From an optimization exercise on the open Yosys and OpenROAD flow, aimed at small area, a short achievable clock period and few clock cycles per item; shortcuts taken in it are not production practice.
At most, simulation tests tie the RTL to the original design; equivalence was not proved.
Power and IR drop assume default switching activity.

== north ==
## pkt_validator
module pkt_validator (
    input  wire        clk,
    input  wire        rst,
    input  wire        in_valid,
    output wire        in_ready,
    input  wire [31:0] in_data,
    input  wire        in_last,
    input  wire [1:0]  in_count,
    output reg         res_valid,
    output wire [2:0]  res_err,
    output wire [5:0]  res_vmask,
    output reg  [2:0]  res_cause,
    output wire [15:0] res_crc_calc,
    output wire [15:0] res_crc_read,
    output wire [10:0] res_apid,
    output wire [13:0] res_seq,
    output wire [16:0] res_plen,
    output wire [7:0]  res_stype,
    output wire [7:0]  res_ssub,
    output wire [7:0]  res_dest,
    output wire [47:0] res_time
);
Size: ~250 flip-flops, roughly 200 I/O pins, ~11,000 um2 of cells after synthesis.
clock: 5.0 ns
lec_check: 0
cap_margin: 20
core_margin: 2
core_utilization: 40
cts_cluster_diameter: 80
cts_cluster_size: 30
place_density: 0.6
setup_slack_margin: 2.7
slew_margin: 20
standard.sh (not shown) runs the stock make flow with config.mk's settings and CLKGATE_MAP_FILE= SYNTH_SCRIPT=/design/flow/synth_recipe.tcl, a recipe that flattens the netlist after the stock synthesis.
==> flow/flow/run.sh <==
#!/bin/bash
# The standard layout, with small buffers on the ports and a clock tree
# built without dummy loads. make's output goes to standard.log; each ORFS
# step keeps its own log under orfs/logs.
set -euo pipefail
bash standard.sh finish \
  "BUFFER_PORTS_ARGS=-buffer_cell sky130_fd_sc_hd__buf_1" \
  "CTS_ARGS=-sink_clustering_enable -repair_clock_nets -sink_clustering_size 30 -sink_clustering_max_diameter 80 -dont_use_dummy_load" \
  > standard.log 2>&1
Testbench counts of north, summed over its fixed seeds: cycles 114,500, packets 1,280.
Inputs modified between north and south:
- PLACE_DENSITY: 0.6 -> 0.7
- CORE_UTILIZATION: 40 -> 50
==> flow/flow/run.sh <==
#!/bin/bash
# The standard layout, with small buffers on the ports.
set -euo pipefail
bash standard.sh finish "BUFFER_PORTS_ARGS=-buffer_cell sky130_fd_sc_hd__buf_1" > standard.log 2>&1
### Flow results
From north to south the numbers moved as follows: number of instances on the worst hold path lost 1; cell depth of the worst flop-to-flop path comparable; clock latency reported for the late side of the worst-skew pair now smaller; non-clock buffer count fell by 2.7%. Compared with north, post-route total power in south increased by a few percent. Diff north -> south | via count of the first global-routing pass | up slightly.


indigo:
Another version of the RTL of pkt_validator (not shown whole).
Size in the first run: roughly 1100 cells after synthesis, roughly 240 flip-flops, ~200 I/O pins, ~0.013 sq mm of cells after synthesis.
Settings: LEC_CHECK=0, CAP_MARGIN=20, CORE_MARGIN=2, CORE_UTILIZATION=40, PLACE_DENSITY=0.6, SETUP_SLACK_MARGIN=2.0, SLEW_MARGIN=20; clock period 5.0 ns.
==> flow/flow/run.sh <==
#!/bin/bash
# The standard layout, with small buffers on the ports.
set -euo pipefail
bash standard.sh finish "BUFFER_PORTS_ARGS=-buffer_cell sky130_fd_sc_hd__buf_1" > standard.log 2>&1
### indigo -> quartz
==> flow/run.sh (new file) <==
#!/bin/bash
# synth_recipe.tcl (not shown) runs the flow's synth.tcl, then flattens the netlist and writes it again
# the make line also repeats each setting of config.mk as NAME=value (left out here)
make -C /OpenROAD-flow-scripts/flow DESIGN_CONFIG=/design/flow/config.mk WORK_HOME=/design/flow/orfs CLKGATE_MAP_FILE= SYNTH_SCRIPT=/design/flow/synth_recipe.tcl finish
removed: flow/flow/run.sh
removed: flow/standard.sh
[summary]
Count of clock-net buffers in the final layout for quartz: 3 up relative to indigo. Routed wire length was higher in quartz than in indigo. Aggregate global-route resource usage in quartz is 0.85 points higher than in indigo. Maximum frequency (quartz over indigo): increase, about 1.5%. indigo and quartz ended up with roughly the same via count. indigo and quartz ended up with roughly the same flip-flop and latch area. Number of enable flip-flop cells after synthesis came out exactly the same in quartz and indigo.
No run of this note included a check of the RTL's function; only the layout flow was run.


pkt_validator, a different RTL version from the one above (not shown whole).
Size: ~250 flip-flops, about 200 I/O pins, about 12000 um2 of cells after synthesis.
// pkt_validator
module pkt_validator (
    input  wire        clk,
    input  wire        rst,
    input  wire        in_valid,
    output wire        in_ready,
    input  wire [31:0] in_data,
    input  wire        in_last,
    input  wire [1:0]  in_count,
    output reg         res_valid,
    output wire [2:0]  res_err,
    output wire [5:0]  res_vmask,
    output reg  [2:0]  res_cause,
    output wire [15:0] res_crc_calc,
    output wire [15:0] res_crc_read,
    output wire [10:0] res_apid,
    output wire [13:0] res_seq,
    output wire [16:0] res_plen,
    output wire [7:0]  res_stype,
    output wire [7:0]  res_ssub,
    output wire [7:0]  res_dest,
    output wire [47:0] res_time
);
==> flow/config.mk <==
export PLATFORM = sky130hd
export DESIGN_NAME = pkt_validator
export DESIGN_NICKNAME = pkt_validator
export VERILOG_FILES = /design/flow/design.v
export SDC_FILE = /design/flow/constraint.sdc
export NUM_CORES = 4
export LEC_CHECK = 0
export CAP_MARGIN = 20
export CORE_MARGIN = 2
export CORE_UTILIZATION = 55
export CTS_CLUSTER_DIAMETER = 80
export CTS_CLUSTER_SIZE = 30
export PLACE_DENSITY = 0.75
export SETUP_SLACK_MARGIN = 2.7
export SLEW_MARGIN = 20
==> flow/constraint.sdc <==
create_clock -name core_clock -period 5.0 [get_ports {clk}]
set_input_delay 1.0000 -clock core_clock [delete_from_list [all_inputs] [get_ports {clk}]]
set_output_delay 1.0000 -clock core_clock [all_outputs]
set_load 0.01 [all_outputs]
==> flow/flow/run.sh <==
#!/bin/bash
# The standard layout, with small buffers on the ports.
set -euo pipefail
bash standard.sh finish "BUFFER_PORTS_ARGS=-buffer_cell sky130_fd_sc_hd__buf_1" > standard.log 2>&1
The starting point ran to the end with no violations.
Next try:
--- a/flow/config.mk
+++ b/flow/config.mk
@@ -9,6 +9,6 @@
 export CORE_MARGIN = 2
-export CORE_UTILIZATION = 55
+export CORE_UTILIZATION = 40
 export CTS_CLUSTER_DIAMETER = 80
 export CTS_CLUSTER_SIZE = 30
-export PLACE_DENSITY = 0.75
+export PLACE_DENSITY = 0.6
 export SETUP_SLACK_MARGIN = 2.7
=> The new run finished clean. Setup slack degrades by 35 ps. Routed wire length rises by 5.3%. Via count decreases by 2.0%. Sequential power hardly moves. Cell count grows by 8.2%. Clock-buffer cell count does not change. Sequential share of layout area drops by 1.3 points.
No functional check of the RTL was part of any run of this note.


== job 910 ==
pkt_validator with an RTL version that a note above also has.
Size: ~960 cells after synthesis, about 200 I/O pins.
// pkt_validator
module pkt_validator (
    input  wire        clk,
    input  wire        rst,
    input  wire        in_valid,
    output wire        in_ready,
    input  wire [31:0] in_data,
    input  wire        in_last,
    input  wire [1:0]  in_count,
    output reg         res_valid,
    output wire [2:0]  res_err,
    output wire [5:0]  res_vmask,
    output reg  [2:0]  res_cause,
    output wire [15:0] res_crc_calc,
    output wire [15:0] res_crc_read,
    output wire [10:0] res_apid,
    output wire [13:0] res_seq,
    output wire [16:0] res_plen,
    output wire [7:0]  res_stype,
    output wire [7:0]  res_ssub,
    output wire [7:0]  res_dest,
    output wire [47:0] res_time
);
==> flow/config.mk <==
export PLATFORM = sky130hd
export DESIGN_NAME = pkt_validator
export DESIGN_NICKNAME = pkt_validator
export VERILOG_FILES = /design/flow/design.v
export SDC_FILE = /design/flow/constraint.sdc
export NUM_CORES = 4
export LEC_CHECK = 0
export CAP_MARGIN = 20
export CORE_MARGIN = 2
export CORE_UTILIZATION = 40
export CTS_CLUSTER_DIAMETER = 80
export CTS_CLUSTER_SIZE = 30
export PLACE_DENSITY = 0.6
export SETUP_SLACK_MARGIN = 2.8
export SLEW_MARGIN = 20
export TNS_END_PERCENT = 5
==> flow/constraint.sdc <==
create_clock -name core_clock -period 5.0 [get_ports {clk}]
set_input_delay 1.0000 -clock core_clock [delete_from_list [all_inputs] [get_ports {clk}]]
set_output_delay 1.0000 -clock core_clock [all_outputs]
set_load 0.01 [all_outputs]
Scripts as last shown in full above: flow/flow/run.sh
Testbench counts of job 910, summed over its fixed seeds: cycles 114,500, packets 1,280.
Inputs modified between job 910 and job 7586:
- clearing TNS_END_PERCENT, which used to be 5
- swapping 2.8 for 2.9 in SETUP_SLACK_MARGIN
Results
- Job 7586 finished every step from synthesis to the final layout, and the layout passed the timing, DRC and antenna checks.
- Status: number of cells in the design after placement parity (job 7586, job 910)
- Sort job 910 and job 7586 by wire length of the first global-routing pass, ascending, and job 910 comes first.
- NOTE: final worst-path cycle share in job 7586 falls short of that of job 910
- Delta (job 7586 minus job 910): via count went up by about 4.7%, area of the multi-input gates went up by 5.0%, sequential power went down by about 3%, final critical-path setup slack went up by 110 ps.
- Job 7586 ended up with edfxtp_1 as its most common library cell in the layout ignoring fill and taps; job 910 ended up with buf_1.
Inputs modified between job 7586 and job 315:
- SETUP_SLACK_MARGIN changed from 2.9 to 2.8
==> flow/flow/run.sh <==
#!/bin/bash
# The standard layout, with small buffers on the ports and a clock tree
# built without dummy loads. make's output goes to standard.log; each ORFS
# step keeps its own log under orfs/logs.
set -euo pipefail
bash standard.sh finish \
  "BUFFER_PORTS_ARGS=-buffer_cell sky130_fd_sc_hd__buf_1" \
  "CTS_ARGS=-sink_clustering_enable -repair_clock_nets -sink_clustering_size 30 -sink_clustering_max_diameter 80 -dont_use_dummy_load" \
  > standard.log 2>&1
Per the final summary, job 315 finished and its layout is clean on timing, DRC and antenna.
[compare] base=job 7586 new=job 315: number of sinks on the clock net neither gained nor lost much, routability congestion estimate fell by about 4.4%, final net count dropped about 3.7%.
Summary: with job 7586 as the reference, non-clock buffer count in job 315 moved down by more than 10%.
Against job 7586, job 315 reports a total power that is lower.
Job 7586 reports its worst setup path startpoint as crc_rd[12] while job 315 reports crc_rd[5].
On worst hold slack, job 7586 and job 315 are neck and neck.
> inputs changed (job 315 -> job 594)
- CORE_UTILIZATION: 40 -> 50
- PLACE_DENSITY: 0.6 -> 0.7
==> flow/flow/run.sh <==
#!/bin/bash
# The standard layout, with small buffers on the ports.
set -euo pipefail
bash standard.sh finish "BUFFER_PORTS_ARGS=-buffer_cell sky130_fd_sc_hd__buf_1" > standard.log 2>&1
==> comparison <==
Compared to job 315, job 594 has static leakage 0.84% lower.
For job 594, the uppermost metal layer occupied by signal nets was met5, unlike job 315, where it was met4.
In job 594 the routed length per instance turned out about 2% higher than in job 315.
Net count after synthesis came out exactly the same in job 315 and job 594.
The higher non-clock buffer count of job 315 and job 594 is in job 315.
Re number of hold buffers added after CTS: no difference whatsoever between job 594 and job 315.
Cmp job 315 and job 594 / utilization / lower: job 315
On height of the die: job 594 sits below job 315.
Diff job 315 -> job 594: critical path depth has decreased, global routing usage on met2 has increased, post-route clock skew has decreased, final cell count has decreased.
#### Input delta (job 3534 over job 594)
- PLACE_DENSITY: 0.7 -> 0.6
- SETUP_SLACK_MARGIN: 2.8 -> 3.0
- CORE_UTILIZATION: 50 -> 40
- TNS_END_PERCENT: unset -> 5
Results
Job 3534 does worse than job 594 on wire length.
Changes observed in job 3534 relative to job 594: iteration count of the initial detailed-routing pass picked up an extra 2, number of standard-cell rows in the floorplan saw an increase, number of tap instances moved up, core utilization shows a reduction of 9.6 points.
For job 3355, these inputs were changed with respect to job 3534:
- SETUP_SLACK_MARGIN now 2.8, was 3.0
- TNS_END_PERCENT no longer set, was 5
### Flow results
Across job 3534 and job 3355, none had a timing, DRC or antenna violation.
Number of cells upsized or downsized after cts of job 3355 falls short of that of job 3534 by more than a quarter.
Global router's overall resource usage delta (job 3355 -> job 3534): insignificant
In job 3355, cell internal power dissipation is lower than in job 3534.
Taking job 3534 as the reference point, the sequential cell area of job 3355 falls by about 0.4%.
Between job 3534 and job 3355, the row count figures differ only marginally.
Any difference in buffers plus inverters on the worst setup path between job 3534 and job 3355 is small enough to ignore.


Setup of exp/nickel:
Another version of the RTL of pkt_validator (not shown whole).
For scale: roughly 1,000 cells after synthesis, roughly 250 flip-flops, ~12,000 sq um of cells after synthesis.
clock: 5.0 ns
lec_check: 0
cap_margin: 20
core_margin: 2
core_utilization: 40
place_density: 0.6
setup_slack_margin: 2.7
slew_margin: 20
==> flow/flow/run.sh <==
#!/bin/bash
# The standard layout, with small buffers on the ports.
set -euo pipefail
bash standard.sh finish "BUFFER_PORTS_ARGS=-buffer_cell sky130_fd_sc_hd__buf_1" > standard.log 2>&1
exp/nickel closes out successfully: all stages finished, all timing, DRC and antenna checks passed.
> inputs changed (exp/nickel -> exp/sierra)
Settings: a change of SETUP_SLACK_MARGIN from 2.7 to 2.4.
--- outcome ---
- Comparing worst-margin pin slew for exp/nickel and exp/sierra, the smaller number came from exp/nickel.
- [exp/sierra] switching portion of total power rose 0.79 points relative to exp/nickel
- In the reports for exp/nickel and exp/sierra, the smaller combinational power share belongs to exp/sierra.
- Of exp/sierra and exp/nickel, it is exp/sierra that has the higher proportion of power drawn by the clock network.
- exp/sierra vs exp/nickel: period utilization up in exp/sierra
- Relative to exp/nickel, exp/sierra degrades final worst-path setup slack.
- Comparing exp/nickel and exp/sierra, via count is lower on exp/sierra.
- Comparing the two runs side by side, exp/sierra comes out behind exp/nickel on final critical-path required period.
- Taking exp/nickel as the reference point, the cell area power density of exp/sierra rises by 1.1%.
- Of exp/nickel and exp/sierra, the lower worst hold slack belongs to exp/sierra.
- The highest-delay cell along the critical path comes out sky130_fd_sc_hd__xnor3_1 in one run and sky130_fd_sc_hd__edfxtp_1 in the other, namely in exp/sierra and exp/nickel respectively.
Function was not checked in any run of this note: the RTL went through the layout flow alone.


## v6
Another version of the RTL of pkt_validator (not shown whole).
Size in the first run: roughly 1,000 cells after synthesis.
==> flow/config.mk <==
export PLATFORM = sky130hd
export DESIGN_NAME = pkt_validator
export DESIGN_NICKNAME = pkt_validator
export VERILOG_FILES = /design/flow/design.v
export SDC_FILE = /design/flow/constraint.sdc
export NUM_CORES = 4
export LEC_CHECK = 0
export CAP_MARGIN = 20
export CORE_MARGIN = 2
export CORE_UTILIZATION = 40
export CTS_CLUSTER_DIAMETER = 80
export CTS_CLUSTER_SIZE = 30
export PLACE_DENSITY = 0.6
export SETUP_SLACK_MARGIN = 3.0
export SLEW_MARGIN = 20
==> flow/constraint.sdc <==
create_clock -name core_clock -period 5.0 [get_ports {clk}]
set_input_delay 1.0000 -clock core_clock [delete_from_list [all_inputs] [get_ports {clk}]]
set_output_delay 1.0000 -clock core_clock [all_outputs]
set_load 0.01 [all_outputs]
Scripts as last shown in full above: flow/flow/run.sh
v6 reached the end of the flow, and the finished layout is clean on the timing, DRC and antenna checks.
Testbench counts of v6, summed over its fixed seeds: cycles 113,228, packets 1,280.
Input changes introduced in v7 (baseline for comparison: v6):
Settings: a change of SETUP_SLACK_MARGIN from 3.0 to 2.7.
--- outcome ---
In summary, v7 completed successfully, with a layout that passed the timing, DRC and antenna checks. Going from v6 to v7, met2 capacity usage during global routing shrinks by 1.6 points. First-iteration DRC count (higher): v7. Where global-route wire length before repair is concerned, v6 is outperformed by v7. In v7 relative to v6, via density per instance had gone down by a few percent. Compared with v6, v7 shows final net count that has gone down by a few percent. Between v6 and v7, the cell count went down. v7 vs v6: total power after layout down by a few percent. Routed wirelength normalized by instance count is higher on v6. NOTE: critical path depth in v7 exceeds that of v6.


== the baseline ==
The RTL this note starts from:
==> flow/design.v <==
module pkt_validator (
    input  wire        clk,
    input  wire        rst,
    input  wire        in_valid,
    output wire        in_ready,
    input  wire [31:0] in_data,
    input  wire        in_last,
    input  wire [1:0]  in_count,
    output reg         res_valid,
    output reg  [2:0]  res_err,
    output wire [5:0]  res_vmask,
    output reg  [2:0]  res_cause,
    output wire [15:0] res_crc_calc,
    output wire [15:0] res_crc_read,
    output wire [10:0] res_apid,
    output wire [13:0] res_seq,
    output wire [16:0] res_plen,
    output wire [7:0]  res_stype,
    output wire [7:0]  res_ssub,
    output wire [7:0]  res_dest,
    output wire [47:0] res_time
);
    function [15:0] crc_table;
        input [7:0] idx;
        reg [15:0] k [0:7];
        integer b;
        begin
            k[0] = 16'h1021; k[1] = 16'h2042; k[2] = 16'h4084; k[3] = 16'h8108;
            k[4] = 16'h1231; k[5] = 16'h2462; k[6] = 16'h48C4; k[7] = 16'h9188;
            crc_table = 16'h0000;
            for (b = 0; b < 8; b = b + 1)
                if (idx[b])
                    crc_table = crc_table ^ k[b];
        end
    endfunction
    function [15:0] crc_step;
        input [15:0] s;
        input [7:0]  d;
        begin
            crc_step = {s[7:0], 8'h00} ^ crc_table(s[15:8] ^ d);
        end
    endfunction
    reg  pend;                
    assign in_ready = !pend;
    wire acc = in_valid && !pend;
    wire [7:0] byte0 = in_data[31:24];
    wire [7:0] byte1 = in_data[23:16];
    wire [7:0] byte2 = in_data[15:8];
    wire [7:0] byte3 = in_data[7:0];
    wire ok1 = !in_last || (in_count >= 2'd1);
    wire ok2 = !in_last || (in_count >= 2'd2);
    wire ok3 = !in_last || (in_count == 2'd3);
    reg         first;        
    reg  [14:0] bc;           
    reg  [14:0] remb;         
    reg  [1:0]  rl;           
    reg  [15:0] crc;          
    reg  [15:0] crc_rd;       
    reg         got_lo;       
    reg         f_ver, f_type, f_dfh, f_seg;
    reg  [2:0]  apid_hi;
    reg  [7:0]  apid_lo;
    reg  [5:0]  seq_hi;
    reg  [7:0]  seq_lo;
    reg  [16:0] plen_r;
    reg  [7:0]  stype_r, ssub_r, dest_r;
    reg  [47:0] time_r;
    reg         r_ok;         
    reg         r_ge8, r_ge9, r_ge10, r_ge16;
    reg         r_vm5;        
    wire bc_hi0 = (bc[14:2] == 13'd0);
    wire is_b1  = bc_hi0 && (bc[1:0] == 2'd1);
    wire is_b2  = bc_hi0 && (bc[1:0] == 2'd2);
    wire is_b3  = bc_hi0 && (bc[1:0] == 2'd3);
    wire bc_sat = bc[14] && bc[1];           
    wire [15:0] lfield = in_data[31:16];
    wire        lf_big = (lfield[15:2] != 14'd0) || (lfield[1:0] == 2'd3);
    wire remb_neg  = remb[14];
    wire remb_zero = (remb == 15'd0);
    wire remb_m1   = (remb == 15'h7FFF);
    reg        full;          
    reg        part;          
    reg  [1:0] p;
    reg        lo0;           
    always @(*) begin
        full = 1'b0; part = 1'b0; p = 2'd0; lo0 = 1'b0;
        if (first) begin
            full = 1'b1;
        end else if (is_b1) begin
            full = lf_big;
            part = !lf_big;
            p    = lfield[1:0] + 2'd1;
        end else begin
            full = !remb_neg && !remb_zero;
            part = remb_zero;
            p    = rl;
            lo0  = remb_m1 && (rl == 2'd3) && !got_lo;
        end
    end
    wire [15:0] crc_in = first ? 16'hFFFF : crc;
    wire [15:0] s1 = crc_step(crc_in, byte0);
    wire [15:0] s2 = crc_step(s1, byte1);
    wire [15:0] s3 = crc_step(s2, byte2);
    wire [15:0] s4 = crc_step(s3, byte3);
    reg  [15:0] crc_part;
    always @(*) begin
        if (part)
            case (p)
                2'd0: crc_part = crc_in;
                2'd1: crc_part = s1;
                2'd2: crc_part = s2;
                default: crc_part = s3;
            endcase
        else
            crc_part = crc_in;
    end
    wire [15:0] crc_nx = full ? s4 : crc_part;
    reg  [7:0] hi_b;
    reg  [7:0] lo_b;
    reg        lo_ok;
    always @(*) begin
        case (p)
            2'd0: begin hi_b = byte0; lo_b = byte1; lo_ok = ok1; end
            2'd1: begin hi_b = byte1; lo_b = byte2; lo_ok = ok2; end
            2'd2: begin hi_b = byte2; lo_b = byte3; lo_ok = ok3; end
            default: begin hi_b = byte3; lo_b = byte0; lo_ok = 1'b0; end
        endcase
    end
    wire lo_here = part && (p != 2'd3);
    wire ge2 = !bc_hi0 || bc[1];
    wire ge3 = !bc_hi0 || (bc[1:0] == 2'd3);
    wire ge4 = !bc_hi0;
    wire l_ge7  = ge2 || (is_b1 && in_count >= 2'd2);
    wire l_big  = bc_sat || (bc[14] && bc[0] && in_count >= 2'd2);
    wire l_ge8  = ge2 || (is_b1 && in_count == 2'd3);
    wire l_ge10 = ge3 || (is_b2 && in_count >= 2'd1);
    wire l_ge16 = ge4 || (is_b3 && in_count == 2'd3);
    always @(posedge clk) begin
        if (rst) begin
            first     <= 1'b1;
            bc        <= 15'd0;
            pend      <= 1'b0;
            res_valid <= 1'b0;
        end else begin
            pend      <= acc && in_last;
            res_valid <= pend;
            if (acc) begin
                first <= in_last;
                if (in_last)
                    bc <= 15'd0;
                else if (!bc_sat)
                    bc <= bc + 15'd1;
            end
        end
    end
    always @(posedge clk) begin
        if (acc) begin
            crc <= crc_nx;
            if (part)
                crc_rd[15:8] <= hi_b;
            if (lo_here)
                crc_rd[7:0] <= lo_b;
            else if (lo0)
                crc_rd[7:0] <= byte0;
            if (first)
                got_lo <= 1'b0;
            else if ((lo_here && lo_ok) || lo0)
                got_lo <= 1'b1;
            if (is_b1) begin
                remb <= {1'b0, lfield[15:2]} - {14'd0, !lfield[1] || !lfield[0]};
                rl   <= lfield[1:0] + 2'd1;
            end else if (!remb_neg) begin
                remb <= remb - 15'd1;
            end
            if (first) begin
                f_ver   <= (byte0[7:5] != 3'd0);
                f_type  <= byte0[4];
                f_dfh   <= !byte0[3];
                apid_hi <= byte0[2:0];
                apid_lo <= byte1;
                f_seg   <= (byte2[7:6] != 2'b11);
                seq_hi  <= byte2[5:0];
                seq_lo  <= byte3;
            end
            if (is_b1) begin
                plen_r  <= {1'b0, lfield} + 17'd7;
                stype_r <= byte3;
            end
            if (is_b2) begin
                ssub_r  <= byte0;
                dest_r  <= byte1;
                time_r[47:32] <= {byte2, byte3};
            end
            if (is_b3)
                time_r[31:0] <= in_data;
            if (in_last) begin
                r_ok   <= l_ge7 && !l_big;
                r_ge8  <= l_ge8;
                r_ge9  <= ge2;
                r_ge10 <= l_ge10;
                r_ge16 <= l_ge16;
            end
        end
    end
    wire       short = !got_lo;
    wire [4:0] vm_lo = {f_seg, f_dfh, f_type, f_ver, short};
    wire       crc_bad = !short && (crc != crc_rd);
    always @(posedge clk) begin
        if (pend) begin
            r_vm5 <= r_ok && crc_bad;
            if (!r_ok)
                res_err <= 3'd1;
            else if (vm_lo != 5'd0 || crc_bad)
                res_err <= 3'd4;
            else
                res_err <= 3'd0;
            if (!r_ok)         res_cause <= 3'd0;
            else if (vm_lo[0]) res_cause <= 3'd0;
            else if (vm_lo[1]) res_cause <= 3'd1;
            else if (vm_lo[2]) res_cause <= 3'd2;
            else if (vm_lo[3]) res_cause <= 3'd3;
            else if (vm_lo[4]) res_cause <= 3'd4;
            else if (crc_bad)  res_cause <= 3'd5;
            else               res_cause <= 3'd0;
        end
    end
    wire ok_crc = r_ok && !short;
    assign res_vmask    = {r_vm5, r_ok ? vm_lo : 5'd0};
    assign res_crc_calc = ok_crc ? crc : 16'd0;
    assign res_crc_read = ok_crc ? crc_rd : 16'd0;
    assign res_apid     = r_ok ? {apid_hi, apid_lo} : 11'd0;
    assign res_seq      = r_ok ? {seq_hi, seq_lo} : 14'd0;
    assign res_plen     = r_ok ? plen_r : 17'd0;
    assign res_stype    = (r_ok && r_ge8)  ? stype_r : 8'd0;
    assign res_ssub     = (r_ok && r_ge9)  ? ssub_r  : 8'd0;
    assign res_dest     = (r_ok && r_ge10) ? dest_r  : 8'd0;
    assign res_time     = (r_ok && r_ge16) ? time_r  : 48'd0;
endmodule
make LEC_CHECK=0 CAP_MARGIN=20 CORE_MARGIN=2 CORE_UTILIZATION=40 PLACE_DENSITY=0.6 SLEW_MARGIN=20 finish   # period 5.0 ns
run.sh (not shown) runs the stock make flow with config.mk's settings and CLKGATE_MAP_FILE= SYNTH_SCRIPT=/design/flow/synth_recipe.tcl, a recipe that flattens the netlist after the stock synthesis.
Stock flow here: none of the scripts above is used.
[inputs] the candidate vs the baseline
==> flow/config.mk <==
export PLATFORM = sky130hd
export DESIGN_NAME = pkt_validator
export DESIGN_NICKNAME = pkt_validator
export VERILOG_FILES = /design/flow/design.v
export SDC_FILE = /design/flow/constraint.sdc
export NUM_CORES = 4
export LEC_CHECK = 0
export ABC_CLOCK_PERIOD_IN_PS = 2500
export CAP_MARGIN = 20
export CORE_MARGIN = 2
export CORE_UTILIZATION = 40
export PLACE_DENSITY = 0.6
export SETUP_SLACK_MARGIN = 2.5
export SLEW_MARGIN = 20
Notes after the runs:
Comparing the baseline and the candidate, cell area after placement is higher on the candidate.
Looking at most common cell after layout, fill and taps aside, the sky130_fd_sc_hd__clkdlybuf4s50_1 result is from the baseline; the sky130_fd_sc_hd__buf_6 one comes from the candidate.
The baseline has a higher clock-buffer cell count than the candidate.
Looking at the reports, the candidate completed the entire flow and the layout it produced met the timing, DRC and antenna checks.
Between the baseline and the candidate, half-perimeter wire length after placement is lower for the candidate, the baseline comes in above that.
Going from the baseline to the candidate, post-route total power grows by 32%.
Diff the baseline -> the candidate | footprint of the multi-input gates | up by more than a quarter
Diff the baseline -> the candidate | multi-input logic portion of the cell area | increase of 0.83 points
No run of this note included a check of the RTL's function; only the layout flow was run.

==> port drivers added, routing unchanged <==
The results above use ideal ports. As a check the final layouts listed here were re-extracted and re-timed, cells and wires unchanged. Step 1 assumes that a clkbuf_16 drives the clock port and a buf_2 every other input. Step 2 moves the port delays by t, midway between the first and last clock arrival at a register: inputs arrive t later, outputs are due t later. That takes back most of the time a late clock gives input paths. Slacks: no drivers / after step 1 / after step 2; pairs: no drivers / after step 1.
| run | t (ns) | setup WS [ns] | hold WS [ns] | slew at the worst register clock pin (ns) |
|---|---|---|---|---|
| north | 0.536 | 2.743 / 2.698 / 2.435 | 0.488 / 0.488 / 0.488 | 0.12 / 0.12 |
| south | 0.524 | 2.717 / 2.672 / 2.485 | 0.467 / 0.467 / 0.467 | 0.11 / 0.11 |
| indigo | 0.597 | 2.002 / 2.002 / 2.002 | 0.494 / 0.494 / 0.494 | 0.08 / 0.08 |
| quartz | 0.601 | 2.046 / 2.000 / 2.046 | 0.484 / 0.484 / 0.484 | 0.07 / 0.07 |
| the first run of note 3 | 0.547 | 2.620 / 2.620 / 2.620 | 0.496 / 0.496 / 0.496 | 0.11 / 0.11 |
| the second run of note 3 | 0.548 | 2.585 / 2.585 / 2.585 | 0.490 / 0.490 / 0.490 | 0.11 / 0.11 |
| job 910 | 0.548 | 2.704 / 2.657 / 2.444 | 0.483 / 0.483 / 0.483 | 0.12 / 0.12 |
| job 7586 | 0.542 | 2.818 / 2.770 / 2.623 | 0.491 / 0.491 / 0.491 | 0.11 / 0.11 |
| job 315 | 0.540 | 2.784 / 2.775 / 2.437 | 0.489 / 0.489 / 0.489 | 0.12 / 0.12 |
| job 594 | 0.526 | 2.792 / 2.746 / 2.489 | 0.471 / 0.471 / 0.471 | 0.11 / 0.11 |
| job 3534 | 0.548 | 2.809 / 2.763 / 2.621 | 0.485 / 0.485 / 0.485 | 0.12 / 0.12 |
| job 3355 | 0.550 | 2.811 / 2.764 / 2.428 | 0.490 / 0.490 / 0.490 | 0.12 / 0.12 |
| exp/nickel | 0.576 | 2.571 / 2.522 / 2.421 | 0.472 / 0.472 / 0.472 | 0.07 / 0.07 |
| exp/sierra | 0.585 | 2.444 / 2.444 / 2.444 | 0.459 / 0.459 / 0.459 | 0.07 / 0.07 |
| v6 | 0.528 | 2.858 / 2.812 / 2.630 | 0.524 / 0.524 / 0.524 | 0.11 / 0.11 |
| v7 | 0.545 | 2.709 / 2.685 / 2.572 | 0.505 / 0.505 / 0.505 | 0.11 / 0.11 |
| the baseline | 0.483 | 0.567 / 0.567 / 0.125 | 0.529 / 0.529 / 0.529 | 0.08 / 0.08 |
| the candidate | 0.504 | 1.138 / 1.138 / 0.843 | 0.533 / 0.533 / 0.533 | 0.10 / 0.10 |
After both steps setup and hold are still met in every run listed. For the baseline, which loses most, drivers alone change the setup slack by 0.000 ns; drivers and shift together by -0.442 ns.
